This design comes from an exercise in tuning for small area, a short achievable clock period and few clock cycles per item on the open sky130 flow, not from production work. Only simulation tests tie the RTL to the original design; equivalence was not proved. Power figures rest on the tool's default switching activity, not on a simulated workload.

$ cat flow/run.sh
#!/bin/bash
# The standard layout, with one change: the port buffers that placement
# inserts on every input and output use buf_2 instead of the default cell.
set -euo pipefail
export BUFFER_PORTS_ARGS="-buffer_cell sky130_fd_sc_hd__buf_2"
bash standard.sh > standard_flow.log 2>&1
$ cat design.v
module saturating_counter_array (
    input  wire        clk,
    input  wire        rst,             
    input  wire        cmd_valid,
    output wire        cmd_ready,
    input  wire [3:0]  cmd_op,
    input  wire [31:0] cmd_addr,
    output wire        rsp_valid,
    output wire [2:0]  rsp_status,
    output wire [11:0] rsp_data,
    output wire        fault_o,
    output wire [4:0]  peer_rd_idx,
    input  wire [31:0] peer_rd_data,
    input  wire [15:0] peer_size,
    input  wire [7:0]  peer_counter_width,
    input  wire [15:0] peer_threshold,
    input  wire [7:0]  peer_offset_bits,
    input  wire [3:0]  peer_num_masks,
    input  wire [23:0] peer_mask_lsbs,    
    input  wire [23:0] peer_mask_sizes    
);
    localparam [2:0] ST_OK       = 3'd0;
    localparam [2:0] ST_ILLEGAL  = 3'd1;
    localparam [2:0] ST_COMPAT   = 3'd3;
    localparam [2:0] ST_HALTED   = 3'd4;
    reg [1023:0] cnt;             
    reg          fault_q;
    reg          merging_q;       
    reg [7:0]    idx_q;           
    reg [4:0]    nb_q;            
    reg          ready_q;         
    reg [31:0]   word_q;          
    reg          set_q, unset_q, clr_q;      
    reg          get_q, isset_q, tot_q;      
    reg [11:0]   total_q;         
    reg [19:0]   pair_q;          
    reg          pv_q;            
    reg [6:0]    dsum_q;          
    reg          totw_q;          
    reg [31:0]   peer_q;          
    reg          rsp_valid_q;
    reg [2:0]    rsp_status_q;
    wire   last        = merging_q & (idx_q[7:3] == 5'd31);    
    wire   cont        = merging_q & ~last;                   
    assign cmd_ready   = ready_q;      
    assign rsp_valid   = rsp_valid_q;
    assign rsp_status  = rsp_status_q;
    assign fault_o     = fault_q;
    assign peer_rd_idx = merging_q ? nb_q : 5'd0;
    wire [7:0] idx = cmd_addr[13:6] ^ cmd_addr[21:14] ^ cmd_addr[29:22];
    wire is_set   = (cmd_op == 4'h1);
    wire is_unset = (cmd_op == 4'h2);
    wire is_get   = (cmd_op == 4'h3);
    wire is_isset = (cmd_op == 4'h4);
    wire is_total = (cmd_op == 4'h5);
    wire is_clear = (cmd_op == 4'h6);
    wire is_merge = (cmd_op == 4'h7);
    wire illegal  = (cmd_op == 4'h0) | cmd_op[3];
    wire compat = (peer_size          == 16'd256) &&
                  (peer_counter_width == 8'd4)    &&
                  (peer_threshold     == 16'd4)   &&
                  (peer_offset_bits   == 8'd6)    &&
                  (peer_num_masks     == 4'd3)    &&
                  (peer_mask_lsbs     == {8'd16, 8'd8, 8'd0}) &&
                  (peer_mask_sizes    == {8'd8, 8'd8, 8'd8});
    wire go     = cmd_valid & cmd_ready;      
    wire ex     = go & ~fault_q;              
    wire mstart = ex & is_merge & compat;
    wire [3:0] cur     = word_q[4*idx_q[2:0] +: 4];
    wire       cur_max = (cur == 4'd15);
    wire       cur_min = (cur == 4'd0);
    wire [3:0] newval  = set_q ? (cur_max ? 4'd15 : cur + 4'd1)
                               : (cur_min ? 4'd0  : cur - 4'd1);
    wire       write_sc = set_q | unset_q;
    assign rsp_data = ({12{get_q}}   & {8'd0, cur}) |
                      ({12{isset_q}} & {11'd0, cur[3] | cur[2]}) |
                      ({12{tot_q}}   & total_q);
    reg [3:0] merged [0:7];
    reg [3:0] delta  [0:7];
    integer k;
    always @* begin : sat_add
        reg [4:0] s;
        for (k = 0; k < 8; k = k + 1) begin
            s = {1'b0, word_q[4*k +: 4]} + {1'b0, peer_q[4*k +: 4]};
            merged[k] = s[4] ? 4'd15 : s[3:0];
            delta[k]  = s[4] ? ~word_q[4*k +: 4] : peer_q[4*k +: 4];
        end
    end
    wire [4:0] ds01 = delta[0] + delta[1];
    wire [4:0] ds23 = delta[2] + delta[3];
    wire [4:0] ds45 = delta[4] + delta[5];
    wire [4:0] ds67 = delta[6] + delta[7];
    wire [6:0] dsum = ({2'd0, pair_q[4:0]}   + {2'd0, pair_q[9:5]}) +
                      ({2'd0, pair_q[14:10]} + {2'd0, pair_q[19:15]});
    wire tot_ready = ~merging_q & ~pv_q;
    wire zero_all = rst | clr_q;
    genvar gw, gk;
    generate
        for (gk = 0; gk < 8; gk = gk + 1) begin : lane
            wire       lsel = merging_q | (write_sc & (idx_q[2:0] == gk));
            wire [3:0] wd   = {4{~zero_all}} & (merging_q ? merged[gk] : newval);
            for (gw = 0; gw < 32; gw = gw + 1) begin : wrd
                wire en = zero_all | (lsel & (idx_q[7:3] == gw));
                always @(posedge clk)
                    if (en) cnt[4*(8*gw+gk) +: 4] <= wd;
            end
        end
    endgenerate
    wire [4:0] rsel = cont      ? nb_q :
                      is_merge  ? 5'd0 : idx[7:3];
    wire [31:0] rs = 32'd1 << rsel;
    reg [31:0] word;
    integer w;
    always @* begin
        word = 32'd0;
        for (w = 0; w < 32; w = w + 1)
            word = word | (cnt[32*w +: 32] & {32{rs[w]}});
    end
    wire hit = idx_q[7:3] == rsel;
    reg [31:0] word_n;
    integer j;
    always @* begin
        for (j = 0; j < 8; j = j + 1)
            word_n[4*j +: 4] = (clr_q | (hit & (merging_q | (write_sc & (idx_q[2:0] == j))))) ?
                               ({4{~clr_q}} & (merging_q ? merged[j] : newval)) : word[4*j +: 4];
    end
    always @(posedge clk) begin
        word_q     <= word_n;
        peer_q     <= peer_rd_data;
        idx_q[7:3] <= rsel;
        nb_q       <= rsel + 5'd1;
        idx_q[2:0] <= idx[2:0];
    end
    wire [11:0] tbase = total_q + {5'd0, dsum_q};
    wire merging_n = cont | mstart;
    wire totw_n    = (totw_q | (ex & is_total & ~mstart)) & ~tot_ready;
    wire ready_n   = ~totw_n & (~merging_n | (cont & (idx_q[7:3] == 5'd30)));
    always @(posedge clk) begin
        if (rst) begin
            fault_q     <= 1'b0;
            merging_q   <= 1'b0;
            set_q       <= 1'b0;
            unset_q     <= 1'b0;
            clr_q       <= 1'b0;
            get_q       <= 1'b0;
            isset_q     <= 1'b0;
            tot_q       <= 1'b0;
            total_q     <= 12'd0;
            pair_q      <= 20'd0;
            pv_q        <= 1'b0;
            dsum_q      <= 7'd0;
            totw_q      <= 1'b0;
            rsp_valid_q <= 1'b0;
            ready_q     <= 1'b1;
        end else begin
            ready_q <= ready_n;
            if (clr_q)
                total_q <= 12'd0;
            else if (set_q & ~cur_max)
                total_q <= tbase + 12'd1;
            else if (unset_q & ~cur_min)
                total_q <= tbase - 12'd1;
            else
                total_q <= tbase;
            pair_q <= merging_q ? {ds67, ds45, ds23, ds01} : 20'd0;
            pv_q   <= merging_q;
            dsum_q <= clr_q ? 7'd0 : dsum;
            set_q   <= 1'b0;
            unset_q <= 1'b0;
            clr_q   <= 1'b0;
            get_q   <= 1'b0;
            isset_q <= 1'b0;
            tot_q   <= 1'b0;
            rsp_valid_q  <= 1'b0;
            rsp_status_q <= ST_OK;
            if (merging_q & (idx_q[7:3] == 5'd30))
                rsp_valid_q <= 1'b1;
            if (last)
                merging_q <= 1'b0;
            if (totw_q & tot_ready) begin
                totw_q      <= 1'b0;
                rsp_valid_q <= 1'b1;
                tot_q       <= 1'b1;
            end
            if (go) begin
                if (mstart) begin
                    merging_q <= 1'b1;
                end else if (ex & is_total & ~tot_ready) begin
                    totw_q <= 1'b1;
                end else begin
                    rsp_valid_q <= 1'b1;
                    if (fault_q) begin
                        rsp_status_q <= ST_HALTED;
                    end else if (illegal) begin
                        fault_q      <= 1'b1;
                        rsp_status_q <= ST_ILLEGAL;
                    end else if (is_merge) begin
                        fault_q      <= 1'b1;
                        rsp_status_q <= ST_COMPAT;
                    end else begin
                        set_q   <= is_set;
                        unset_q <= is_unset;
                        clr_q   <= is_clear;
                        get_q   <= is_get;
                        isset_q <= is_isset;
                        tot_q   <= is_total;
                    end
                end
            end
        end
    end
endmodule
$ cat standard.sh
#!/bin/bash
# synth_recipe.tcl (not shown) runs the flow's synth.tcl, then flattens the netlist and writes it again
# the make line also repeats each setting of config.mk as NAME=value (left out here)
make -C /OpenROAD-flow-scripts/flow DESIGN_CONFIG=/design/flow/config.mk WORK_HOME=/design/flow/orfs CLKGATE_MAP_FILE= SYNTH_SCRIPT=/design/flow/synth_recipe.tcl "${@:-finish}"
$ cat config.mk
export PLATFORM = sky130hd
export DESIGN_NAME = saturating_counter_array
export DESIGN_NICKNAME = saturating_counter_array
export VERILOG_FILES = /design/flow/design.v
export SDC_FILE = /design/flow/constraint.sdc
export NUM_CORES = 4
export LEC_CHECK = 0
export CAP_MARGIN = 20
export CORE_MARGIN = 2
export CORE_UTILIZATION = 45
export CTS_CLUSTER_DIAMETER = 100
export CTS_CLUSTER_SIZE = 30
export PLACE_DENSITY = 0.6
export SETUP_SLACK_MARGIN = 5
export SLEW_MARGIN = 20
$ cat constraint.sdc
create_clock -name core_clock -period 9.0 [get_ports {clk}]
set_input_delay 1.8000 -clock core_clock [delete_from_list [all_inputs] [get_ports {clk}]]
set_output_delay 1.8000 -clock core_clock [all_outputs]
set_load 0.01 [all_outputs]
==> results.yml, run 1 <==
run_status:
  outcome: "finished clean"
hold_path:
  hold_end: "tot_q"
  hold_path_depth: 1
  min-delay-start: "pv_q"
  hp-class: "reg2reg"
power_and_ir_drop:
  switchingPower_mw: 5.24
  power_density_mw_per_mm2: 270
  power_frac_clock: 0.175
  ir_drop_v: 0.000163
  power_switching_share: 0.335
  comb_power_share: 0.278
  internal_power_mw: 10.4
  p_seq_frac: 0.546
  p_leak_nw: 20.9
setup_path:
  rr_endpoint: "word_q[28]"
  reg2reg_depth: 15
  r2r_slack_ns: 4.66
  crit_chain: "buf_6, xnor3_1, nor2_4, mux2i_4, inv_2, ha_4, o211ai_1, buf_4, nor2_4, buf_8, buf_8, a222oi_1, nand4_1, nor4_4, a211oi_2"
  r2r_start: "merging_q"
  path_class: "in2reg"
  cp.arrival_ns: 5.00
  start_kind: "input port"
  critical-path-slowest-cell: "a222oi_1"
  worst_setup_path_end_kind: "flip-flop"
  cpPeakStageDelay_ns: 0.50
  cp.required_ns: 9.54
  crit_fanout: 4
  path_delay_family: "simple AND/OR/NAND/NOR gates"
  worstPathBufferInverterCount: 5
cts:
  clockRootBuffer: "clkbuf_16"
  numCtsBuffers: 46
  cts.path.max_buffers: 3
  clk_pin_slew_ns: 0.11
  cts_tree: "built"
  clkSinkCount: 1155
  clkLatencyLatePin_ns: 0.69
  htreeDepth: 2
cells_and_area:
  final_area_mm2: 0.0580
  area_delta_synth_final_pct: 20.3
  layout_commonest_cell: "edfxtp_1"
  fillers: 8707
  layout-drive-gt1-share: 0.262
  most-common-layout-cells: "1,027 x edfxtp_1, 313 x o21ai_0, 267 x buf_4, 181 x nand2_1, 181 x buf_2"
  fin_nets: 4129
  final_cells: 5317
yosys:
  synth_edf_count: 1027
  synthesis.area_mm2: 0.0482
  ys_seq_elements: 1155
  synth-main-ff-cell: "edfxtp_1"
  ys_seq_area_frac: 0.693
  synth_fp_nets: 3684
  synth_warnings: 3
  postSynthCellCount: 3412
  ys_async_sr_fraction: 0
  ys_types: 92
  syn_area_per_cell_um2: 14.1
placed_design:
  io_buffers: 185
  dp_hpwl_mm: 124
  place.gp.congestion: 0.973
  dpl-instance-area_mm2: 0.0517
  post-place-cells: 4937
floorplan:
  fp-row-count: 120
  die-area_mm2: 0.110
  die_h_um: 331
  initial_core_util: 0.452
  io-pin-count: 194
  fp.coreArea_mm2: 0.107
  die_w_um: 331
sta:
  finClkSkew_ns: 0.0313
  fmax_ghz: 0.224
  slew_headroom: 0.120
  slew_viol_final: 0
  worstMarginPinSlew_ns: 1.32
  min_period_over_period: 0.496
  finalSetupViolCount: 0
  fin_tns_setup_ns: 0
  period_needed_ns: 4.46
  hold_viol: 0
  rsz0062_at_grt: "yes"
drt:
  drt-initial-drc-count: 6360
  drc: 0
  first_pass_iters: 6
  vias: 36500
  antenna_left: 0
  via_per_inst: 6.86
  wirelength_mm: 199
  routedWlPerCell_um: 37.3
global_routing:
  grt_pass1_vias: 33200
  grt_pass1_wl_mm: 265
  grt_util_met3: 0.125
  grt_overflow_total: 0
  antenna_found_initial: 14
  grtUsageTotal: 0.346
  busiest_layer: "met2"
  grt_max_degree: 135
  use_met1: 0.452
  use_met2: 0.497
job:
  max_cap_viol_count: 0
per-stage QoR:
stage	worst slack, ns	hold slack (ns)	utilization	total power, mW
3_3_place_gp	2.36	0.437	0.485	12.0
3_5_place_dp	2.38	0.439	0.485	12.1
2_1_floorplan	4.43	0.417	-	10.3
6_report	4.54	0.457	0.544	15.6
4_1_cts	4.74	0.457	0.529	15.2
5_1_grt	4.52	0.486	0.543	16.0
cell type report:
| class | count | area, um2 | share of cell area |
|---|---|---|---|
| sequential | 1155 | 33400 | 0.577 |
| clock buffer | 67 | 1250 | 0.0216 |
| antenna | 27 | 67.6 | 0.00117 |
| clock inverter | 11 | 151 | 0.00261 |
| tap | 1403 | 1760 | 0.0303 |
| timing repair inverter | 2 | 17.5 | 0.000302 |
| timing repair buffer | 594 | 5280 | 0.0910 |
| inverter | 89 | 425 | 0.00734 |
| multi-input combinational | 1969 | 15600 | 0.269 |
sequential cells by signal (all words and copies together), names as in the netlist, 3 cells and up:
signal	flops
rsp_status_q	3
pair_q	20
idx_q	8
cnt	1024
peer_q	32
word_q	32
dsum_q	7
total_q	12
nb_q	5
worst reg2reg max path: stages, from the launching register on:
cell and delay [ns]:
dfxtp_2 0.35, buf_6 0.31, inv_1 0.41, a21oi_2 0.53, a22oi_2 0.19, buf_12 0.18, ha_4 0.22, o211ai_1 0.12
buf_4 0.21, nor2_4 0.06, buf_8 0.16, buf_8 0.14, a222oi_1 0.50, nand4_1 0.29, nor4_4 0.40, a211oi_2 0.15
what timing repair did:
action                     4_1_cts  5_1_grt
pin swaps                      127      105
gates cloned                     5        8
hold buffers                     0        0
setup endpoints to repair      738      505
resized for setup              333      141
setup buffers                  187       74
Yosys cell counts, types with 11 or more instances:
master	number	area [um2]
a2111oi_0	19	166
a211oi_1	29	218
a21o_1	30	225
a21oi_1	81	405
a221o_1	11	110
a221oi_1	27	236
a222oi_1	30	300
a22o_1	41	359
a22oi_1	226	1700
a311oi_1	14	123
a31oi_1	30	188
a32o_1	16	160
a32oi_1	17	149
and2_1	19	119
and3_1	45	282
buf_2	51	255
clkbuf_1	133	499
dfxtp_1	128	2560
edfxtp_1	1027	30800
fa_1	23	460
ha_1	78	976
inv_1	83	312
mux2_2	54	608
mux2i_1	55	551
nand2_1	191	717
nand3_1	83	415
nand4_1	44	275
nor2_1	148	556
nor2b_1	14	87.6
nor3_1	54	270
nor4_1	33	206
o211ai_1	13	97.6
o21ai_0	317	1590
o22ai_1	11	68.8
o2bb2ai_1	15	131
xnor2_1	33	289
xor2_1	17	149
logic make-up (layout without fill, tap and decap cells):
logic type / count (synthesis) / in the layout / synth area share
XOR/XNOR: 53 / 53 / 0.0105
flip-flops: 1155 / 1155 / 0.693
AO/OA/AOI/OAI: 1000 / 1000 / 0.143
AND/OR/NAND/NOR: 702 / 702 / 0.0728
buffers and inverters: 288 / 763 / 0.0248
adder cells (fa/ha/maj): 101 / 101 / 0.0298
other: 0 / 27 / 0
multiplexers: 113 / 113 / 0.0254
power by group through the flow:
| stage | Sequential, mW | Combinational [mW] | Clock, mW |
|---|---|---|---|
| 3_5_place_dp | 8.60 | 3.50 | 0 |
| 2_1_floorplan | 8.34 | 1.93 | 0 |
| 6_report | 8.55 | 4.36 | 2.74 |
| 3_3_place_gp | 8.57 | 3.46 | 0 |
| 5_1_grt | 8.65 | 4.48 | 2.90 |
| 4_1_cts | 8.50 | 3.93 | 2.74 |
worst max-delay path by stage:
stage | start | end | slack (ns) | depth (start not counted)
floorplan | cmd_op[0] | word_q[4] | 4.43 | 15
global placement | cmd_op[3] | word_q[10] | 2.36 | 13
detailed placement | cmd_op[3] | word_q[10] | 2.38 | 13
CTS | cmd_addr[26] | word_q[27] | 4.74 | 15
global route | cmd_op[3] | word_q[14] | 4.52 | 18
finish | cmd_addr[18] | word_q[28] | 4.54 | 15
routing by layer:
layer | part of all wire | wire length (um)
met3 | 0.16 | 31100
met5 | 0.0011 | 213
met1 | 0.35 | 68700
met2 | 0.42 | 83900
met4 | 0.073 | 14600
Testbench counts, summed over its fixed seeds: cycles 20,328, commands 12,000.
==> run 2: changes to the inputs <==
--- a/config.mk
+++ b/config.mk
@@ -14,2 +14,3 @@
 export SETUP_SLACK_MARGIN = 5
 export SLEW_MARGIN = 20
+export TNS_END_PERCENT = 0
==> results.yml, run 2 <==
run_status:
  outcome: "finished clean"
yosys:
  ys_seq_elements: 1155
  synth-main-ff-cell: "edfxtp_1"
  synth_area_leader_cell: "edfxtp_1"
  synth_warnings: 3
  synth_fp_nets: 3684
  synth_edf_count: 1027
  synthesis.area_mm2: 0.0482
  ys_async_sr_fraction: 0
  postSynthCellCount: 3412
  ys_seq_area_frac: 0.693
  yosysMostFrequentCell: "edfxtp_1"
  synth_area_leaders: "edfxtp_1 64%, dfxtp_1 5.3%, a22oi_1 3.5%, o21ai_0 3.3%, ha_1 2.0%"
  ys_types: 92
  synthTopCellsByCount: "1,027 x edfxtp_1, 317 x o21ai_0, 226 x a22oi_1"
  syn_area_per_cell_um2: 14.1
  yosysTopAreaCellShare: 0.640
placed_design:
  dp_slack_ns: 2.10
  io_buffers: 185
  place.gp.congestion: 0.979
  dp_hpwl_mm: 125
  dpl-instance-area_mm2: 0.0516
  post-place-cells: 4934
drt:
  drt-initial-drc-count: 5912
  drc: 0
  wirelength_mm: 190
  first_pass_iters: 9
  antenna_left: 0
  via_per_inst: 6.82
  vias: 35100
  routedWlPerCell_um: 36.9
sta:
  fmax_ghz: 0.220
  finalSetupViolCount: 0
  rsz0062_at_grt: "yes"
  hold_viol: 0
  min_period_over_period: 0.505
  worst_slack_ns: 4.45
  worstMarginPinSlew_ns: 1.24
  fin_tns_setup_ns: 0
  finClkSkew_ns: 0.0457
  period_needed_ns: 4.55
  whs_ns: 0.456
  slew_headroom: 0.166
  slew_viol_final: 0
power_and_ir_drop:
  p_leak_nw: 19.5
  internal_power_mw: 10.1
  comb_power_share: 0.256
  total_power_mw: 15.1
  power_density_mw_per_mm2: 276
  power_frac_clock: 0.179
  switchingPower_mw: 5.05
  p_seq_frac: 0.565
  power_switching_share: 0.334
  ir_drop_v: 0.000160
setup_path:
  cp.required_ns: 9.57
  worst_setup_path_end_kind: "flip-flop"
  crit_fanout: 24
  crit_chain: "buf_2, xor3_2, nand2_1, o31ai_4, buf_6, nand2_1, o22ai_1, a2111oi_1, and3_1, a221oi_1"
  r2r_slack_ns: 4.60
  cp.arrival_ns: 5.11
  critical-path-slowest-cell: "o31ai_4"
  cpPeakStageDelay_ns: 0.55
  crit_top_cell: "nand2_1"
  path_class: "in2reg"
  start_kind: "input port"
  path_delay_family: "compound AO/OA/AOI/OAI gates"
  worstPathBufferInverterCount: 2
cts:
  clkLatencyLatePin_ns: 0.69
  holdBufCountCts: 0
  cts.path.max_buffers: 3
  numCtsBuffers: 46
  htreeDepth: 2
  cts_tree: "built"
  clockRootBuffer: "clkbuf_16"
  clkSinkCount: 1155
  clk_pin_slew_ns: 0.12
floorplan:
  fp.coreArea_mm2: 0.107
  io-pin-count: 194
  die_w_um: 331
  die-area_mm2: 0.110
  die_h_um: 331
  initial_core_util: 0.452
  fp-row-count: 120
cells_and_area:
  largestRegisters: "cnt x1024, peer_q x32, word_q x32"
  largest_reg_flops: 1024
  final_area_mm2: 0.0547
  most-common-layout-cells: "1,027 x edfxtp_1, 316 x o21ai_0, 224 x a22oi_1, 191 x buf_4, 189 x nand2_1"
  layout_commonest_cell: "edfxtp_1"
  fin_nets: 3953
  largest_register: "cnt"
  final_cells: 5152
  fillers: 8992
  utilization: 0.513
  layout-drive-gt1-share: 0.186
  area_delta_synth_final_pct: 13.5
global_routing:
  grt_pass1_wl_mm: 259
  grt_max_degree: 85
  grt_overflow_total: 0
  grtUsageTotal: 0.338
  grt_pass1_vias: 32700
  antenna_found_initial: 20
job:
  max_cap_viol_count: 0
hold_path:
  hp-class: "reg2reg"
## run 2: cell families after synthesis
kind of cell	after synthesis	synth area share
adders and majority gates	101	0.0298
muxes	113	0.0254
buffers and inverters	288	0.0248
and+or+nand+nor	702	0.0728
xor gates and xnor gates	53	0.0105
DFF	1155	0.693
AOI/OAI and AO/OA	1000	0.143
## run 2: worst paths after layout
path / from / endpoint / cells past startpoint
max: cmd_addr[20] / word_q[10] / 10
min: pv_q / tot_q / 1
max reg2reg: idx_q[6] / word_q[18] / 14
min reg2reg: pv_q / tot_q / 1
## run 2: power groups by stage
stage	Sequential [mW]	Clock, mW	Combinational (mW)
6_report	8.54	2.71	3.87
5_1_grt	8.64	2.87	4.01
4_1_cts	8.51	2.71	3.67
3_5_place_dp	8.63	0	3.48
3_3_place_gp	8.59	0	3.43
2_1_floorplan	8.34	0	1.91
## run 2: worst register-to-register path, delay by kind of cell, from the launching register on
kind | cells | cell delay, ns
muxes | 2 | 0.76
and+or+nand+nor | 3 | 0.61
buffers and inverters | 5 | 1.03
adders and majority gates | 1 | 0.23
AOI/OAI and AO/OA | 3 | 1.14
DFF | 1 | 0.53
## run 2: routing by layer
metal	vias to the layer above	global-route usage	wire [um]
li1	14100	-	-
met1	17400	0.435	66800
met2	2983	0.494	81800
met3	633	0.111	27400
met4	12	0.210	13800
met5	-	0	138
## run 2: area by class of cell
type	count	area [um2]	area share
clock inverter	9	98.8	0.00181
sequential	1155	33400	0.611
timing repair buffer	419	3090	0.0565
multi-input combinational	1970	14600	0.267
inverter	89	388	0.00709
clock buffer	75	1280	0.0234
tap	1403	1760	0.0321
antenna	32	80.1	0.00146
## run 2: what timing repair did
item	in CTS	in global routing
buffers inserted	86	11
cloned	2	1
pin swaps	43	18
resized for setup	115	32
setup endpoints to repair	812	629
==> run 3: changes to the inputs <==
--- a/config.mk
+++ b/config.mk
@@ -9,6 +9,4 @@
 export CORE_MARGIN = 2
 export CORE_UTILIZATION = 45
-export CTS_CLUSTER_DIAMETER = 100
-export CTS_CLUSTER_SIZE = 30
 export PLACE_DENSITY = 0.6
 export SETUP_SLACK_MARGIN = 5
==> results.yml, run 3 <==
floorplan:
  die_w_um: 331
  fp-row-count: 120
  io-pin-count: 194
  initial_core_util: 0.452
  fp.coreArea_mm2: 0.107
  die_h_um: 331
  die-area_mm2: 0.110
cells_and_area:
  largest_register: "cnt"
  largestRegisters: "cnt x1024, peer_q x32, word_q x32"
  final_cells: 5273
  area_delta_synth_final_pct: 18.2
  layout-drive-gt1-share: 0.208
  most-common-layout-cells: "1,027 x edfxtp_1, 315 x o21ai_0, 225 x a22oi_1, 193 x buf_4, 188 x nand2_1"
  utilization: 0.534
  layout_commonest_cell: "edfxtp_1"
  fin_nets: 4026
  largest_reg_flops: 1024
sta:
  min_period_over_period: 0.502
  worst_slack_ns: 4.48
  fin_tns_setup_ns: 0
  finalSetupViolCount: 0
  hold_viol: 0
  fmax_ghz: 0.221
  rsz0062_at_grt: "yes"
  period_needed_ns: 4.52
  worstMarginPinSlew_ns: 1.36
  slew_viol_final: 0
  slew_headroom: 0.0893
  finClkSkew_ns: 0.0359
yosys:
  synthTopCellsByCount: "1,027 x edfxtp_1, 317 x o21ai_0, 226 x a22oi_1"
  synth_warnings: 3
  yosysTopAreaCellShare: 0.640
  synth_fp_nets: 3684
  ys_async_sr_fraction: 0
  synth-main-ff-cell: "edfxtp_1"
  synth_area_leaders: "edfxtp_1 64%, dfxtp_1 5.3%, a22oi_1 3.5%, o21ai_0 3.3%, ha_1 2.0%"
  postSynthCellCount: 3412
  ys_seq_area_frac: 0.693
  syn_area_per_cell_um2: 14.1
  synthesis.area_mm2: 0.0482
  ys_types: 92
  ys_seq_elements: 1155
  synth_area_leader_cell: "edfxtp_1"
  synth_edf_count: 1027
  yosysMostFrequentCell: "edfxtp_1"
setup_path:
  cpPeakStageDelay_ns: 0.68
  cp.arrival_ns: 5.10
  worst_setup_path_end_kind: "flip-flop"
  r2r_start: "idx_q[6]"
  crit_chain: "buf_2, xor3_2, nand3_1, mux2_4, buf_8, nor3_4, buf_4, a22oi_1, nand3_2, o41ai_4, mux2i_1"
  reg2reg_depth: 15
  start_kind: "input port"
  rr_endpoint: "word_q[28]"
  worstPathBufferInverterCount: 3
  path_class: "in2reg"
  r2r_slack_ns: 4.65
  path_delay_family: "compound AO/OA/AOI/OAI gates"
  critical-path-slowest-cell: "o41ai_4"
  crit_fanout: 13
  cp.required_ns: 9.58
cts:
  numCtsBuffers: 117
  clkSinkCount: 1155
  cts_tree: "built"
  htreeDepth: 3
  clkLatencyLatePin_ns: 0.74
  holdBufCountCts: 0
  clockRootBuffer: "clkbuf_16"
  cts.path.max_buffers: 3
  clk_pin_slew_ns: 0.06
power_and_ir_drop:
  switchingPower_mw: 5.47
  total_power_mw: 17.2
  comb_power_share: 0.226
  p_seq_frac: 0.499
  internal_power_mw: 11.7
  p_leak_nw: 20.6
  power_density_mw_per_mm2: 301
  power_switching_share: 0.319
  power_frac_clock: 0.275
  ir_drop_v: 0.000183
global_routing:
  grt_util_met3: 0.124
  grt_max_degree: 85
  use_met1: 0.431
  grt_overflow_total: 0
  grt_pass1_wl_mm: 262
  grtUsageTotal: 0.342
  grt_pass1_vias: 33400
  busiest_layer: "met2"
  use_met2: 0.498
  antenna_found_initial: 19
drt:
  drc: 0
  antenna_left: 0
  first_pass_iters: 8
  wirelength_mm: 192
  via_per_inst: 6.75
  routedWlPerCell_um: 36.4
  vias: 35600
  drt-initial-drc-count: 6047
placed_design:
  post-place-cells: 4934
  dp_slack_ns: 2.10
  io_buffers: 185
  dp_hpwl_mm: 125
  place.gp.congestion: 0.979
hold_path:
  hold_path_depth: 1
  min-delay-start: "pv_q"
  hp-class: "reg2reg"
  hold_end: "tot_q"
run_status:
  outcome: "finished clean"
job:
  max_cap_viol_count: 0
## run 3: final cells by class
cell class,count,area [um2]
multi-input cells,1969,14600
well taps,1403,1760
clock inverters,54,464
diodes,18,45.0
fillers,8817,49700
clock buffers,163,3170
flip-flops and latches,1155,33400
inverters,89,384
repair buffers,422,3110
## run 3: stage by stage
| step | instance area (um2) | hold slack, ns |
|---|---|---|
| after global routing | 56900 | 0.478 |
| after detailed placement | 51600 | 0.434 |
| after global placement | 51600 | 0.433 |
| final | 56900 | 0.453 |
| after floorplan | 48300 | 0.417 |
| after CTS | 56700 | 0.448 |
## run 3: logic make-up (layout without fill, tap and decap cells)
family / after synthesis / in the layout / synth area share
flops: 1155 / 1155 / 0.693
compound gates: 1000 / 1000 / 0.143
simple gates: 702 / 702 / 0.0728
buf+inv: 288 / 728 / 0.0248
mux: 113 / 113 / 0.0254
fa+ha+maj: 101 / 101 / 0.0298
xor+xnor: 53 / 53 / 0.0105
other cells: 0 / 18 / 0
## run 3: layer usage
| metal | routed length (um) | up-vias |
|---|---|---|
| met1 | 65800 | 17400 |
| met5 | 280 | - |
| li1 | - | 14300 |
| met4 | 14700 | 24 |
| met3 | 29400 | 734 |
| met2 | 81500 | 3110 |
## run 3: power groups by stage
| stage | clock network, mW | registers (mW) | logic, mW |
|---|---|---|---|
| 2_1_floorplan | 0 | 8.34 | 1.91 |
| 3_3_place_gp | 0 | 8.59 | 3.43 |
| 3_5_place_dp | 0 | 8.63 | 3.48 |
| 4_1_cts | 4.72 | 8.53 | 3.70 |
| 5_1_grt | 4.92 | 8.66 | 4.01 |
| 6_report | 4.72 | 8.56 | 3.87 |
## run 3: how the worst max path moves through the flow
stage	start	to	slack, ns	cells after the start
2_1_floorplan	cmd_op[0]	word_q[4]	4.43	15
3_5_place_dp	cmd_op[1]	word_q[18]	2.10	14
6_report	cmd_addr[19]	word_q[2]	4.48	11
3_3_place_gp	cmd_op[1]	word_q[18]	2.14	14
4_1_cts	cmd_op[3]	word_q[7]	4.75	18
5_1_grt	cmd_addr[18]	word_q[18]	4.53	16
## run 3: repair_timing
| action | 4_1_cts | 5_1_grt |
|---|---|---|
| pin swaps | 51 | 18 |
| endpoints found under the setup margin | 801 | 598 |
| gates resized for setup | 138 | 18 |
| setup buffers | 95 | 7 |
| cloned | 2 | 0 |
==> run 4: changes to the inputs <==
--- a/design.v
+++ b/design.v
@@ -27,5 +27,6 @@
     reg          fault_q;
     reg          merging_q;       
-    reg [7:0]    idx_q;           
+    reg [7:3]    idx_q;           
+    reg [7:0]    lane_q;          
     reg [4:0]    nb_q;            
     reg          ready_q;         
@@ -67,5 +68,11 @@
     wire ex     = go & ~fault_q;              
     wire mstart = ex & is_merge & compat;
-    wire [3:0] cur     = word_q[4*idx_q[2:0] +: 4];
+    reg  [3:0] cur;
+    integer m;
+    always @* begin
+        cur = 4'd0;
+        for (m = 0; m < 8; m = m + 1)
+            cur = cur | (word_q[4*m +: 4] & {4{lane_q[m]}});
+    end
     wire       cur_max = (cur == 4'd15);
     wire       cur_min = (cur == 4'd0);
@@ -98,5 +105,5 @@
     generate
         for (gk = 0; gk < 8; gk = gk + 1) begin : lane
-            wire       lsel = merging_q | (write_sc & (idx_q[2:0] == gk));
+            wire       lsel = merging_q | (write_sc & lane_q[gk]);
             wire [3:0] wd   = {4{~zero_all}} & (merging_q ? merged[gk] : newval);
             for (gw = 0; gw < 32; gw = gw + 1) begin : wrd
@@ -122,5 +129,5 @@
     always @* begin
         for (j = 0; j < 8; j = j + 1)
-            word_n[4*j +: 4] = (clr_q | (hit & (merging_q | (write_sc & (idx_q[2:0] == j))))) ?
+            word_n[4*j +: 4] = (clr_q | (hit & (merging_q | (write_sc & lane_q[j])))) ?
                                ({4{~clr_q}} & (merging_q ? merged[j] : newval)) : word[4*j +: 4];
     end
@@ -130,5 +137,5 @@
         idx_q[7:3] <= rsel;
         nb_q       <= rsel + 5'd1;
-        idx_q[2:0] <= idx[2:0];
+        lane_q     <= 8'd1 << idx[2:0];
     end
     wire [11:0] tbase = total_q + {5'd0, dsum_q};
--- a/config.mk
+++ b/config.mk
@@ -9,6 +9,7 @@
 export CORE_MARGIN = 2
 export CORE_UTILIZATION = 45
+export CTS_CLUSTER_DIAMETER = 100
+export CTS_CLUSTER_SIZE = 30
 export PLACE_DENSITY = 0.6
 export SETUP_SLACK_MARGIN = 5
 export SLEW_MARGIN = 20
-export TNS_END_PERCENT = 0
==> results.yml, run 4 <==
run_status:
  outcome: "finished clean"
yosys:
  synth_fp_nets: 3752
  synthTopCellsByCount: "1,027 x edfxtp_1, 310 x o21ai_0, 265 x a22oi_1"
  yosysTopAreaCellShare: 0.638
  ys_async_sr_fraction: 0
  synth_area_leader_cell: "edfxtp_1"
  synth-main-ff-cell: "edfxtp_1"
  synth_warnings: 3
  ys_seq_elements: 1160
  synth_area_leaders: "edfxtp_1 64%, dfxtp_1 5.5%, a22oi_1 4.1%, o21ai_0 3.2%, ha_1 1.9%"
  syn_area_per_cell_um2: 13.9
  yosysMostFrequentCell: "edfxtp_1"
  synthesis.area_mm2: 0.0483
  postSynthCellCount: 3483
  ys_types: 86
  ys_seq_area_frac: 0.693
  synth_edf_count: 1027
sta:
  slew_headroom: 0.150
  rsz0062_at_grt: "yes"
  hold_viol: 0
  finClkSkew_ns: 0.0437
  fin_tns_setup_ns: 0
  worstMarginPinSlew_ns: 1.27
  period_needed_ns: 4.51
  finalSetupViolCount: 0
  min_period_over_period: 0.501
  slew_viol_final: 0
  fmax_ghz: 0.222
cts:
  clkLatencyLatePin_ns: 0.70
  numCtsBuffers: 46
  clockRootBuffer: "clkbuf_16"
  cts_tree: "built"
  clk_pin_slew_ns: 0.11
  cts.path.max_buffers: 3
  holdBufCountCts: 0
  clkSinkCount: 1160
  htreeDepth: 2
placed_design:
  dp_hpwl_mm: 124
  io_buffers: 185
  place.gp.congestion: 0.938
  post-place-cells: 4979
hold_path:
  hold_path_depth: 1
  hold_end: "tot_q"
  min-delay-start: "pv_q"
  hp-class: "reg2reg"
drt:
  vias: 36000
  wirelength_mm: 197
  drc: 0
  via_per_inst: 6.85
  antenna_left: 0
  routedWlPerCell_um: 37.4
  drt-initial-drc-count: 6419
  first_pass_iters: 6
cells_and_area:
  fin_nets: 4087
  final_cells: 5260
  area_delta_synth_final_pct: 18.3
  largestRegisters: "cnt x1024, peer_q x32, word_q x32"
  largest_register: "cnt"
  most-common-layout-cells: "1,027 x edfxtp_1, 301 x o21ai_0, 240 x a22oi_1, 208 x buf_4, 182 x buf_2"
  utilization: 0.535
  largest_reg_flops: 1024
  layout_commonest_cell: "edfxtp_1"
  fillers: 8755
  layout-drive-gt1-share: 0.230
power_and_ir_drop:
  ir_drop_v: 0.000170
  power_density_mw_per_mm2: 278
  p_leak_nw: 20.6
setup_path:
  path_class: "in2reg"
  worst_setup_path_end_kind: "flip-flop"
  r2r_start: "idx_q[7]"
  cpPeakStageDelay_ns: 0.46
  cp.arrival_ns: 5.07
  cp.required_ns: 9.56
  crit_fanout: 17
  worstPathBufferInverterCount: 5
  r2r_slack_ns: 4.65
  crit_chain: "buf_6, nand4b_1, o211a_4, buf_12, a21oi_4, buf_12, buf_4, inv_6, and4_1, a2111oi_4, o2111a_1, nand4_1, a31o_1"
  crit_top_cell: "buf_12"
  start_kind: "input port"
  reg2reg_depth: 10
  rr_endpoint: "word_q[28]"
  path_delay_family: "compound AO/OA/AOI/OAI gates"
  critical-path-slowest-cell: "nand4_1"
global_routing:
  grt_overflow_total: 0
  grtUsageTotal: 0.346
  grt_pass1_vias: 33500
  grt_pass1_wl_mm: 267
  grt_max_degree: 153
  antenna_found_initial: 14
floorplan:
  fp-row-count: 120
  die_h_um: 332
  die_w_um: 332
  fp.coreArea_mm2: 0.107
  initial_core_util: 0.453
  io-pin-count: 194
  die-area_mm2: 0.110
job:
  max_cap_viol_count: 0
-- run 4: cell count changes after synthesis, moves of 11 or more --
cell	change
a211oi_1	-11
a21oi_1	+13
a222oi_1	-15
a22oi_1	+39
a31oi_1	+21
and3_1	+33
buf_2	-35
clkbuf_1	+50
mux2_2	-22
mux2i_1	-28
nor3_1	+14
-- run 4: repair_timing --
action / in CTS / in global routing
gates cloned: 11 / 4
setup buffers: 134 / 44
setup endpoints to repair: 280 / 295
pin swaps: 101 / 99
gates resized for setup: 307 / 89
-- run 4: routing by layer --
| layer | vias up | share of wire | global-route usage |
|---|---|---|---|
| li1 | 14500 | - | - |
| met1 | 17800 | 0.35 | 0.457 |
| met2 | 3140 | 0.43 | 0.513 |
| met3 | 635 | 0.14 | 0.0934 |
| met4 | 18 | 0.076 | 0.211 |
| met5 | - | 0.0012 | 0 |
-- run 4: worst max-delay path by stage --
stage	startpoint	end	slack (ns)	cells after the start
2_1_floorplan	cmd_op[3]	word_q[19]	4.33	13
3_3_place_gp	cmd_op[3]	word_q[12]	2.24	16
3_5_place_dp	cmd_op[3]	word_q[12]	2.24	16
4_1_cts	cmd_op[3]	word_q[19]	4.70	15
5_1_grt	cmd_op[3]	word_q[28]	4.50	14
6_report	cmd_op[3]	word_q[28]	4.49	13
-- run 4: metrics by stage --
stage	power [mW]	cell area, um2	setup slack (ns)	hold slack (ns)
after floorplan	10.4	48600	4.33	0.415
after global placement	12.3	51800	2.24	0.440
after global routing	16.3	57100	4.50	0.482
after CTS	15.5	56200	4.70	0.458
final	15.9	57200	4.49	0.463
after detailed placement	12.4	51800	2.24	0.444
-- run 4: kinds of logic (layout without fill, tap and decap cells) --
logic type               after synthesis  in the layout  synth area share
multiplexers                          61             61            0.0135
other                                  0             11                 0
AO/OA/AOI/OAI                       1059           1059             0.150
XOR/XNOR                              60             60            0.0121
buffers and inverters                303            662            0.0247
flip-flops                          1160           1160             0.693
adder cells (fa/ha/maj)               98             98            0.0290
AND/OR/NAND/NOR                      742            746            0.0773
-- run 4: final cells by class --
type	instances	area [um2]	share of cell area
inverter	85	384	0.00672
clock buffer	66	1250	0.0218
antenna	11	27.5	0.000482
tap	1403	1760	0.0307
clock inverter	10	163	0.00285
timing repair buffer	500	4400	0.0770
sequential	1160	33500	0.587
timing repair inverter	1	8.76	0.000153
multi-input combinational	2024	15600	0.274
-- run 4: power breakdown --
group / switching [mW] / internal (mW)
registers: 0.588 / 8.08
clock network: 1.70 / 1.06
logic: 3.09 / 1.37
total: 5.38 / 10.5
Testbench counts of run 4, summed over its fixed seeds: cycles 20,328, commands 12,000.
==> run 5: changes to the inputs <==
--- a/config.mk
+++ b/config.mk
@@ -14,2 +14,3 @@
 export SETUP_SLACK_MARGIN = 5
 export SLEW_MARGIN = 20
+export TNS_END_PERCENT = 0
==> results.yml, run 5 <==
drt:
  drt-initial-drc-count: 6097
  antenna_left: 0
  routedWlPerCell_um: 37.5
  first_pass_iters: 9
  via_per_inst: 6.93
  wirelength_mm: 196
  vias: 36200
  drc: 0
sta:
  worstMarginPinSlew_ns: 1.28
  finalSetupViolCount: 0
  fin_tns_setup_ns: 0
  finClkSkew_ns: 0.0334
  rsz0062_at_grt: "yes"
  hold_viol: 0
  slew_headroom: 0.143
  fmax_ghz: 0.224
  slew_viol_final: 0
  period_needed_ns: 4.47
  min_period_over_period: 0.497
global_routing:
  grt_overflow_total: 0
  grt_pass1_wl_mm: 267
  grt_max_degree: 184
  antenna_found_initial: 18
  grt_pass1_vias: 33500
  grtUsageTotal: 0.347
floorplan:
  die-area_mm2: 0.110
  io-pin-count: 194
  fp.coreArea_mm2: 0.107
  die_w_um: 332
  fp-row-count: 120
  initial_core_util: 0.453
  die_h_um: 332
setup_path:
  r2r_slack_ns: 4.56
  cp.required_ns: 9.58
  rr_endpoint: "word_q[28]"
  cp.arrival_ns: 5.05
  r2r_start: "idx_q[4]"
  start_kind: "input port"
  worst_setup_path_end_kind: "flip-flop"
  worstPathBufferInverterCount: 5
  crit_chain: "buf_6, nand4b_1, buf_4, o211a_4, a32oi_4, inv_2, ha_4, clkinv_8, a211oi_4, buf_16, and3_4, a2111oi_4, o2111a_2, nand4_1, a31o_1"
  critical-path-slowest-cell: "nand4_1"
  path_class: "in2reg"
  reg2reg_depth: 13
  crit_fanout: 7
  path_delay_family: "compound AO/OA/AOI/OAI gates"
  cpPeakStageDelay_ns: 0.42
power_and_ir_drop:
  power_density_mw_per_mm2: 279
  ir_drop_v: 0.000155
  p_leak_nw: 20.1
yosys:
  postSynthCellCount: 3483
  yosysMostFrequentCell: "edfxtp_1"
  ys_types: 86
  ys_seq_area_frac: 0.693
  synthTopCellsByCount: "1,027 x edfxtp_1, 310 x o21ai_0, 265 x a22oi_1"
  synth_fp_nets: 3752
  synth-main-ff-cell: "edfxtp_1"
  ys_async_sr_fraction: 0
  synth_warnings: 3
  synthesis.area_mm2: 0.0483
  synth_area_leader_cell: "edfxtp_1"
  synth_edf_count: 1027
  synth_area_leaders: "edfxtp_1 64%, dfxtp_1 5.5%, a22oi_1 4.1%, o21ai_0 3.2%, ha_1 1.9%"
  syn_area_per_cell_um2: 13.9
  yosysTopAreaCellShare: 0.638
  ys_seq_elements: 1160
placed_design:
  dpl-instance-area_mm2: 0.0516
  place.gp.congestion: 0.949
  io_buffers: 185
  dp_hpwl_mm: 123
job:
  max_cap_viol_count: 0
cells_and_area:
  most-common-layout-cells: "1,027 x edfxtp_1, 307 x o21ai_0, 256 x a22oi_1, 193 x buf_4"
  largestRegisters: "cnt x1024, peer_q x32, word_q x32"
  largest_register: "cnt"
  area_delta_synth_final_pct: 15.4
  layout_commonest_cell: "edfxtp_1"
  final_area_mm2: 0.0558
  fin_nets: 4035
  largest_reg_flops: 1024
  layout-drive-gt1-share: 0.198
  fillers: 8880
cts:
  clk_pin_slew_ns: 0.11
  numCtsBuffers: 46
  htreeDepth: 2
  cts_tree: "built"
  clockRootBuffer: "clkbuf_16"
  clkSinkCount: 1160
  clkLatencyLatePin_ns: 0.68
  cts.path.max_buffers: 3
hold_path:
  hold_path_depth: 1
  hold_end: "tot_q"
  hp-class: "reg2reg"
  min-delay-start: "pv_q"
run_status:
  outcome: "finished clean"
run 5: what timing repair did:
| action | CTS | global route |
|---|---|---|
| pin swaps | 61 | 28 |
| buffers inserted | 114 | 23 |
| hold buffers | 0 | 0 |
| setup endpoints to repair | 121 | 357 |
| gates cloned | 13 | 1 |
| resized for setup | 187 | 43 |
run 5: routing by layer:
| metal | vias up | GRT usage | share of wire |
|---|---|---|---|
| met5 | - | 0 | 0.00045 |
| met4 | 12 | 0.218 | 0.074 |
| met3 | 652 | 0.119 | 0.15 |
| met2 | 3069 | 0.504 | 0.43 |
| met1 | 18100 | 0.445 | 0.35 |
| li1 | 14400 | - | - |
run 5: stage by stage:
stage          hold slack (ns)  total power [mW]  cells  setup WS [ns]  utilization
2_1_floorplan            0.415              10.4   3483           4.33            -
3_3_place_gp             0.456              12.3   4970           1.92        0.484
3_5_place_dp             0.454              12.4   4970           1.85        0.484
4_1_cts                  0.482              15.3   5168           4.76        0.518
5_1_grt                  0.506              16.0   5199           4.61        0.522
6_report                 0.492              15.6   5221           4.53        0.522
run 5: worst reg2reg max path, cell delays in order (launching register included):
cell	delay, ns
dfxtp_1	0.52
and2_1	0.44
nand2_2	0.53
a32oi_4	0.49
inv_2	0.13
ha_4	0.24
clkinv_8	0.10
a211oi_4	0.07
buf_16	0.21
and3_4	0.20
a2111oi_4	0.34
o2111a_2	0.30
nand4_1	0.42
a31o_1	0.38
run 5: power by group:
group | switching, mW | internal, mW
Sequential | 0.576 | 8.08
Combinational | 2.99 | 1.22
Clock | 1.67 | 1.02
run 5: area by class of cell:
type | count | area, um2 | area share
timing repair inverter | 2 | 17.5 | 0.000314
antenna | 29 | 72.6 | 0.00130
timing repair buffer | 450 | 3760 | 0.0675
clock inverter | 10 | 120 | 0.00215
clock buffer | 61 | 1230 | 0.0221
sequential | 1160 | 33500 | 0.601
inverter | 85 | 392 | 0.00702
tap | 1403 | 1760 | 0.0315
multi-input combinational | 2021 | 14900 | 0.267
run 5: kinds of logic (layout without fill, tap and decap cells):
group / Yosys count / in the layout / synth area share
adders and majority gates: 98 / 98 / 0.0290
buffers and inverters: 303 / 608 / 0.0247
muxes: 61 / 61 / 0.0135
other: 0 / 29 / 0
DFF: 1160 / 1160 / 0.693
AOI/OAI and AO/OA: 1059 / 1059 / 0.150
xor gates and xnor gates: 60 / 60 / 0.0121
and+or+nand+nor: 742 / 743 / 0.0773
run 5: how the worst max path moves through the flow:
stage,start,endpoint,slack (ns),cells after the start
2_1_floorplan,cmd_op[3],word_q[21],4.33,14
3_3_place_gp,cmd_op[3],word_q[11],1.92,13
3_5_place_dp,cmd_op[1],word_q[11],1.85,15
4_1_cts,cmd_op[3],word_q[25],4.76,16
5_1_grt,cmd_op[3],word_q[31],4.61,16
6_report,cmd_op[3],word_q[28],4.53,15
==> run 6: changes to the inputs <==
--- a/config.mk
+++ b/config.mk
@@ -9,6 +9,4 @@
 export CORE_MARGIN = 2
 export CORE_UTILIZATION = 45
-export CTS_CLUSTER_DIAMETER = 100
-export CTS_CLUSTER_SIZE = 30
 export PLACE_DENSITY = 0.6
 export SETUP_SLACK_MARGIN = 5
==> results.yml, run 6 <==
setup_path:
  crit_top_cell: "buf_4"
  cpPeakStageDelay_ns: 0.97
  crit_fanout: 11
  start_kind: "flip-flop"
  path_class: "reg2reg"
  crit_chain: "and3_4, nand2_2, a32oi_4, buf_4, ha_4, clkinv_8, buf_4, nor2_2, a22oi_1, o211ai_1, nor4_2, o32ai_1"
  cp.arrival_ns: 5.23
  worst_setup_path_end_kind: "flip-flop"
  cp.required_ns: 9.61
  critical-path-slowest-cell: "nor2_2"
drt:
  drc: 0
  antenna_left: 0
  vias: 36500
  via_per_inst: 6.86
  wirelength_mm: 196
  routedWlPerCell_um: 36.9
  drt-initial-drc-count: 6223
  first_pass_iters: 7
floorplan:
  die-area_mm2: 0.110
  die_w_um: 332
  io-pin-count: 194
  fp.coreArea_mm2: 0.107
  die_h_um: 332
  fp-row-count: 120
  initial_core_util: 0.453
sta:
  slew_viol_final: 0
  period_needed_ns: 4.61
  worst_slack_ns: 4.39
  min_period_over_period: 0.513
  slew_headroom: 0.122
  worstMarginPinSlew_ns: 1.31
  finalSetupViolCount: 0
  hold_viol: 0
  rsz0062_at_grt: "yes"
  fin_tns_setup_ns: 0
  fmax_ghz: 0.217
  finClkSkew_ns: 0.0419
hold_path:
  hp-class: "reg2reg"
power_and_ir_drop:
  total_power_mw: 17.5
  power_switching_share: 0.322
  internal_power_mw: 11.9
  switchingPower_mw: 5.64
  p_leak_nw: 20.9
  power_frac_clock: 0.270
  ir_drop_v: 0.000205
  comb_power_share: 0.236
  power_density_mw_per_mm2: 306
  p_seq_frac: 0.495
cells_and_area:
  largest_reg_flops: 1024
  layout_commonest_cell: "edfxtp_1"
  area_delta_synth_final_pct: 18.8
  most-common-layout-cells: "1,027 x edfxtp_1, 307 x o21ai_0, 265 x a22oi_1, 183 x nand2_1, 182 x buf_2"
  largest_register: "cnt"
  final_area_mm2: 0.0574
  largestRegisters: "cnt x1024, peer_q x32, word_q x32"
  fin_nets: 4067
  layout-drive-gt1-share: 0.203
run_status:
  outcome: "finished clean"
cts:
  clkLatencyLatePin_ns: 0.74
  clk_pin_slew_ns: 0.07
  cts_tree: "built"
  numCtsBuffers: 115
  clkSinkCount: 1160
  htreeDepth: 3
  clockRootBuffer: "clkbuf_16"
  cts.path.max_buffers: 3
yosys:
  synthTopCellsByCount: "1,027 x edfxtp_1, 310 x o21ai_0, 265 x a22oi_1"
  yosysMostFrequentCell: "edfxtp_1"
  synth_area_leaders: "edfxtp_1 64%, dfxtp_1 5.5%, a22oi_1 4.1%, o21ai_0 3.2%, ha_1 1.9%"
  ys_async_sr_fraction: 0
  ys_types: 86
  synth_fp_nets: 3752
  yosysTopAreaCellShare: 0.638
  syn_area_per_cell_um2: 13.9
  ys_seq_elements: 1160
  synth_edf_count: 1027
  synthesis.area_mm2: 0.0483
  synth_area_leader_cell: "edfxtp_1"
  ys_seq_area_frac: 0.693
  postSynthCellCount: 3483
  synth_warnings: 3
  synth-main-ff-cell: "edfxtp_1"
placed_design:
  io_buffers: 185
  dp_hpwl_mm: 123
  dpl-instance-area_mm2: 0.0516
  place.gp.congestion: 0.949
  dp_slack_ns: 1.85
job:
  max_cap_viol_count: 0
global_routing:
  grt_pass1_vias: 34400
  antenna_found_initial: 23
  grt_pass1_wl_mm: 269
  grtUsageTotal: 0.349
  grt_max_degree: 184
  grt_overflow_total: 0
run 6: changes by cell type in the layout (fill, tap and decap cells not counted), moves of 7 or more:
| cell | change |
|---|---|
| clkbuf_1 | +14 |
| clkbuf_16 | +69 |
| clkinv_2 | +26 |
| a22oi_2 | -9 |
| clkinv_1 | +16 |
| buf_12 | -10 |
| a22oi_1 | +9 |
| bufinv_16 | +7 |
| buf_4 | -25 |
run 6: final timing paths:
kind / from / to / slack (ns) / cells after the start
worst max register to register: idx_q[5] / word_q[20] / 4.39 / 12
worst max-delay path: idx_q[5] / word_q[20] / 4.39 / 12
worst min-delay path: pv_q / tot_q / 0.48 / 1
worst min register to register: pv_q / tot_q / 0.48 / 1
run 6: per-stage QoR:
step | hold WS [ns] | instances | utilization
final | 0.483 | 5323 | 0.538
after floorplan | 0.415 | 3483 | -
after CTS | 0.475 | 5290 | 0.536
after detailed placement | 0.454 | 4970 | 0.484
after global routing | 0.500 | 5304 | 0.537
after global placement | 0.456 | 4970 | 0.484
run 6: timing repair:
action,in CTS,in global routing
setup buffers,96,6
pin swaps,49,10
gates resized for setup,164,16
endpoints found under the hold margin,0,0
hold buffers,0,0
endpoints found under the setup margin,68,357
gates cloned,11,1
run 6: cells by family after synthesis:
kind of cell | count (synthesis) | share of synthesized area
AO/OA/AOI/OAI | 1059 | 0.150
XOR/XNOR | 60 | 0.0121
adder cells (fa/ha/maj) | 98 | 0.0290
buffers and inverters | 303 | 0.0247
flip-flops | 1160 | 0.693
multiplexers | 61 | 0.0135
AND/OR/NAND/NOR | 742 | 0.0773
run 6: cell type report:
cell class              instances  area, um2
flip-flops and latches       1160      33500
multi-input cells            2021      14700
well taps                    1403       1760
repair buffers                413       3320
clock buffers                 147       3050
fillers                      8672      49400
diodes                         26       65.1
repair inverters                2       17.5
inverters                      85        394
clock inverters                66        572
run 6: power by group through the flow:
stage / clock network (mW) / registers, mW / logic (mW)
after CTS: 4.74 / 8.65 / 3.94
after global routing: 4.94 / 8.79 / 4.27
after global placement: 0 / 8.71 / 3.57
after detailed placement: 0 / 8.74 / 3.61
after floorplan: 0 / 8.51 / 1.91
final: 4.73 / 8.67 / 4.13
run 6: worst max-delay path, delay by kind of cell, from the launching register on:
kind | cells | cell delay [ns]
DFF | 1 | 0.65
and+or+nand+nor | 4 | 1.91
buffers and inverters | 3 | 0.46
adders and majority gates | 1 | 0.23
AOI/OAI and AO/OA | 4 | 1.22
run 6: metal layers:
layer  global-route usage  routed length (um)  vias up
met2                0.504               83300     3132
met3                0.129               30100      715
met1                0.440               67800    18100
li1                     -                   -    14500
met4                0.233               15200       22
met5              0.00782                 227        -

port drivers added, routing unchanged:
The results above use ideal ports. As a check the final layouts listed here were re-extracted and re-timed, cells and wires unchanged.
Step 1, drivers: a clkbuf_16 drives clk and a buf_2 each remaining input, both assumed.
Step 2, shift: input delay + t, output delay - t, t = (earliest + latest rising clock arrival at the registers) / 2. This alone moves slack from input paths to output paths.
Three values: ideal, step 1, step 2; two values: the first two.
run	shift t [ns]	slack for setup (ns)	worst setup path at the end	worst slew at a driven data input, ns
run 1	0.746	4.536 / 4.572 / 3.826	input to register	0.07
run 2	0.744	4.451 / 4.500 / 3.756	input to register	0.08
run 3	0.797	4.483 / 4.526 / 3.729	input to register	0.08
run 4	0.752	4.494 / 4.518 / 3.766	input to register	0.10
run 5	0.736	4.531 / 4.547 / 3.811	input to register	0.07
run 6	0.786	4.386 / 4.386 / 3.661	input to register	0.07
After both steps setup and hold are still met in every run listed. The setup slack of run 3, which loses most, moves by +0.043 ns with the drivers and by -0.754 ns with both steps.
